This is an optimization exercise on Yosys and OpenROAD, whose aim is small area, a short achievable clock period and few clock cycles, not a production implementation. In this exercise RTL edits were held to simulation tests only and were not proved equivalent to the original. Power and IR drop assume default switching activity.

== build 1 ==
==> flow/design.v (excerpt) <==
module dma_sound (
    input  wire        clk,
    input  wire        rst,
    input  wire        cmd_valid,
    output wire        cmd_ready,
    input  wire [2:0]  cmd_op,        
    input  wire [7:0]  cmd_reg,
    input  wire [7:0]  cmd_wdata,
    input  wire [63:0] cmd_clk_c,
    input  wire [63:0] cmd_clk_d,
    input  wire [15:0] cmd_cap,
    input  wire [31:0] cmd_addr,
    input  wire [31:0] cmd_size,
    output wire        rsp_valid,
    output wire [7:0]  rsp_rdata,
    output wire        rsp_active,
    output wire [15:0] rsp_count,
    output wire        rsp_cycle_valid,
    output wire [63:0] rsp_cycle,
    output wire        rsp_desync,
    output wire [23:0] rsp_win_addr,
    output wire [23:0] rsp_win_size,
    output wire        rsp_overlap,
    output wire [15:0] rsp_syn_count,
    output wire        mem_req,
    output wire [23:0] mem_addr,
    input  wire        mem_ack,
    input  wire [15:0] mem_rdata,
    output wire        smp_valid,
    output wire [7:0]  smp_left,
    output wire [7:0]  smp_right,
    output wire        smp_underflow
);
Size: roughly 4,800 cells after synthesis, about 640 flip-flops, roughly 42,000 µm² of cells after synthesis.
Settings: LEC_CHECK=0, CAP_MARGIN=20, CORE_MARGIN=2, CORE_UTILIZATION=72, CTS_CLUSTER_DIAMETER=60, CTS_CLUSTER_SIZE=25, PLACE_DENSITY=0.85, SLEW_MARGIN=20; clock period 22.0 ns.
standard.sh (not shown) runs the stock make flow with config.mk's settings and CLKGATE_MAP_FILE= SYNTH_SCRIPT=/design/flow/synth_recipe.tcl, a recipe that flattens the netlist after the stock synthesis.
==> flow/flow/run.sh <==
#!/bin/bash
# The standard layout (standard.sh: standard synthesis, floorplan, placement,
# CTS, routing, finish) with two changes to how it is made:
#  - the buffer that buffer_ports puts on every input and output port is a buf_1
#    rather than the default delay buffer (every port still gets its own buffer);
#  - repair_timing aims for 16.2 ns of setup slack at the design's 22 ns clock,
#    so it sizes up the cells on the slowest paths. The SDC is unchanged.
# The make output goes to flow.log here; ORFS keeps each step's log under orfs/logs/.
set -euo pipefail
export BUFFER_PORTS_ARGS="-buffer_cell sky130_fd_sc_hd__buf_1"
export SETUP_SLACK_MARGIN=16.2
bash standard.sh finish > flow.log 2>&1
Both conditions hold for build 1: the flow ran to the end and the final layout passed the timing, DRC and antenna checks.
Testbench counts of build 1, summed over its fixed seeds: cycles 133,190.
Setup changes, build 1 to build 86
-- flow/config.mk --
<<< build 1, line 9
export CORE_MARGIN = 2
export CORE_UTILIZATION = 72
export CTS_CLUSTER_DIAMETER = 60
export CTS_CLUSTER_SIZE = 25
export PLACE_DENSITY = 0.85
export SLEW_MARGIN = 20
>>> build 86, line 9
export CORE_MARGIN = 2
export CORE_UTILIZATION = 60
export CTS_CLUSTER_DIAMETER = 60
export CTS_CLUSTER_SIZE = 25
export PLACE_DENSITY = 0.75
export SLEW_MARGIN = 20
Findings:
Build 86 completed every stage of the flow, and the final layout passed the timing, DRC and antenna checks.
Total internal power (build 86 over build 1): increase, 1.6%
Note that the maximum number of pins on one net before global-route repair recorded for build 86 amounts to 1.7 times the value seen in build 1.
Relative to build 1, the sum of met2 wire segment lengths after detailed routing measured on build 86 has decreased slightly.
Looking at utilization after layout, build 86 sits 12 points lower than build 1 does.
### build 86 -> build 83
-- flow/config.mk --
<<< build 86, line 9
export CORE_MARGIN = 2
export CORE_UTILIZATION = 60
export CTS_CLUSTER_DIAMETER = 60
export CTS_CLUSTER_SIZE = 25
export PLACE_DENSITY = 0.75
export SLEW_MARGIN = 20
>>> build 83, line 9
export CORE_MARGIN = 2
export CORE_UTILIZATION = 78
export CTS_CLUSTER_DIAMETER = 60
export CTS_CLUSTER_SIZE = 25
export PLACE_DENSITY = 0.9
export SLEW_MARGIN = 20
==> comparison <==
Sort build 86 and build 83 by part of the total power dissipated in combinational logic, ascending, and build 86 comes first. Register-to-register slack, build 86 and build 83: smaller value in build 83. Build 83: leakage power summed over all cells is about 1.2% lower than what build 86 reported. Power is higher on build 86. The higher met1 usage in global routing came out of build 83. The fill cell instance count of the final layout number comes out lower for build 83 vs build 86. Build 83 vs build 86 — worst-case clock skew dropped 0.015 ns. Via count of the first global-routing pass (build 83 over build 86): increase, about 6.4%.
## Diff of input files: build 16 against build 83
==> flow/run.sh (new file) <==
#!/bin/bash
# synth_recipe.tcl (not shown) runs the flow's synth.tcl, then flattens the netlist and writes it again
# the make line also repeats each setting of config.mk as NAME=value (left out here)
make -C /OpenROAD-flow-scripts/flow DESIGN_CONFIG=/design/flow/config.mk WORK_HOME=/design/flow/orfs CLKGATE_MAP_FILE= SYNTH_SCRIPT=/design/flow/synth_recipe.tcl finish
-- flow/config.mk --
<<< build 83, line 9
export CORE_MARGIN = 2
export CORE_UTILIZATION = 78
export CTS_CLUSTER_DIAMETER = 60
export CTS_CLUSTER_SIZE = 25
export PLACE_DENSITY = 0.9
export SLEW_MARGIN = 20
>>> build 16, line 9
export CORE_MARGIN = 2
export CORE_UTILIZATION = 60
export CTS_CLUSTER_DIAMETER = 60
export CTS_CLUSTER_SIZE = 25
export PLACE_DENSITY = 0.75
export SLEW_MARGIN = 20
removed: flow/flow/run.sh
removed: flow/standard.sh
Notes after the runs:
- [build 16] internal cell power rose 4.7% relative to build 83
- [compare] base=build 83 new=build 16: global-route usage went down by 11 points, synthesized-area fraction occupied by ao, oa, aoi and oai cells was more or less identical, simple-gate portion of the synthesized area was more or less identical.
- On setup slack, the lower figure sits with build 16, not build 83.
- From build 83 to build 16, sequential share of the synthesized area did not move at all.
- Proportion of cell area spent on the clock network essentially unchanged between build 16 and build 83.
- Measured against each other, build 16 and build 83 differ in number of detailed-routing iterations run before antenna repair, the lower figure coming from build 16.
- Reported for build 16 and build 83, number of library cell types mapped by synthesis turned out identical to the last digit.
- In the reports for build 16 and build 83, the smaller non-clock buffer count in the final layout belongs to build 16.


run 1:
dma_sound, a different RTL version from the one above (not shown whole).
Size in the first run: ~4800 cells after synthesis, about 640 flip-flops, about 42000 um^2 of cells after synthesis.
export LEC_CHECK = 0
export CAP_MARGIN = 20
export CORE_MARGIN = 2
export CORE_UTILIZATION = 60
export CTS_CLUSTER_DIAMETER = 60
export CTS_CLUSTER_SIZE = 25
export PLACE_DENSITY = 0.75
export SLEW_MARGIN = 20
create_clock -name core_clock -period 22.0 [get_ports {clk}]
==> flow/flow/run.sh <==
#!/bin/bash
# The standard layout (standard.sh: standard synthesis, floorplan, placement,
# CTS, routing, finish) with two changes to how it is made:
#  - the buffer that buffer_ports puts on every input and output port is a buf_2
#    rather than the default delay buffer (every port still gets its own buffer);
#  - repair_timing aims for 16.2 ns of setup slack at the design's 22 ns clock,
#    so it sizes up the cells on the slowest paths. The SDC is unchanged.
# The make output goes to flow.log here; ORFS keeps each step's log under orfs/logs/.
set -euo pipefail
export BUFFER_PORTS_ARGS="-buffer_cell sky130_fd_sc_hd__buf_2"
export SETUP_SLACK_MARGIN=16.2
bash standard.sh finish > flow.log 2>&1
Per the final summary, run 1 finished and its layout is clean on timing, DRC and antenna.
Testbench counts of run 1, summed over its fixed seeds: cycles 133,190.
Relative to run 1, the following input files were edited for run 2:
--- a/flow/flow/run.sh
+++ b/flow/flow/run.sh
@@ -3,3 +3,3 @@
 # CTS, routing, finish) with two changes to how it is made:
-#  - the buffer that buffer_ports puts on every input and output port is a buf_2
+#  - the buffer that buffer_ports puts on every input and output port is a buf_1
 #    rather than the default delay buffer (every port still gets its own buffer);
@@ -9,3 +9,3 @@
 set -euo pipefail
-export BUFFER_PORTS_ARGS="-buffer_cell sky130_fd_sc_hd__buf_2"
+export BUFFER_PORTS_ARGS="-buffer_cell sky130_fd_sc_hd__buf_1"
 export SETUP_SLACK_MARGIN=16.2
==> summary.txt <==
Run 2 reached the end of the flow, and the finished layout is clean on the timing, DRC and antenna checks.
Compared to run 1, run 2 has total wirelength of the detailed-routed design 0.37% lower.
Comparing run 1 with run 2, the fraction of the cycle the final worst path needs came out essentially unchanged.
Number of optimization iterations in the first detailed-route pass was lower in the run labelled run 2.
Diff run 1 -> run 2: count of non-CTS buffers in the layout now larger, buffering stage count on the worst path with inverters included comparable, detailed placer's ending HPWL now smaller, clock-buffer cell count now smaller.
Looking at net switching fraction of the power across run 1 and run 2, the one that comes out lower is run 1.

-- afterwards: timing with drivers on the ports --
The flow's constraints put no driver on any port. The routed layouts listed below were extracted and timed again, unchanged, in two steps.
Step 1 sets driving cells, clkbuf_16 on the clock port and buf_2 on the other inputs (assumed; they add their load-dependent delay and slew).
Step 2 moves the port delays by t, midway between the first and last clock arrival at a register: inputs arrive t later, outputs are due t later. That takes back most of the time a late clock gives input paths.
Three values: no drivers, after step 1, after step 2; two values: the first two.
run | t, ns | setup WS [ns] | slew at the worst register clock pin (ns) | worst data-port slew with drivers (ns)
build 1 | 0.692 | 16.194 / 16.127 / 15.650 | 0.10 / 0.10 | 0.11
build 86 | 0.700 | 16.156 / 16.089 / 15.616 | 0.10 / 0.10 | 0.15
build 83 | 0.680 | 16.103 / 16.105 / 15.463 | 0.10 / 0.10 | 0.17
build 16 | 0.696 | 15.406 / 15.368 / 14.721 | 0.10 / 0.10 | 0.17
run 1 | 0.705 | 16.208 / 16.146 / 15.483 | 0.10 / 0.10 | 0.17
run 2 | 0.724 | 16.198 / 16.130 / 15.588 | 0.10 / 0.10 | 0.17
After both steps setup and hold are still met in every run listed. The setup slack of run 1, which loses most, moves by -0.062 ns with the drivers and by -0.725 ns with both steps.
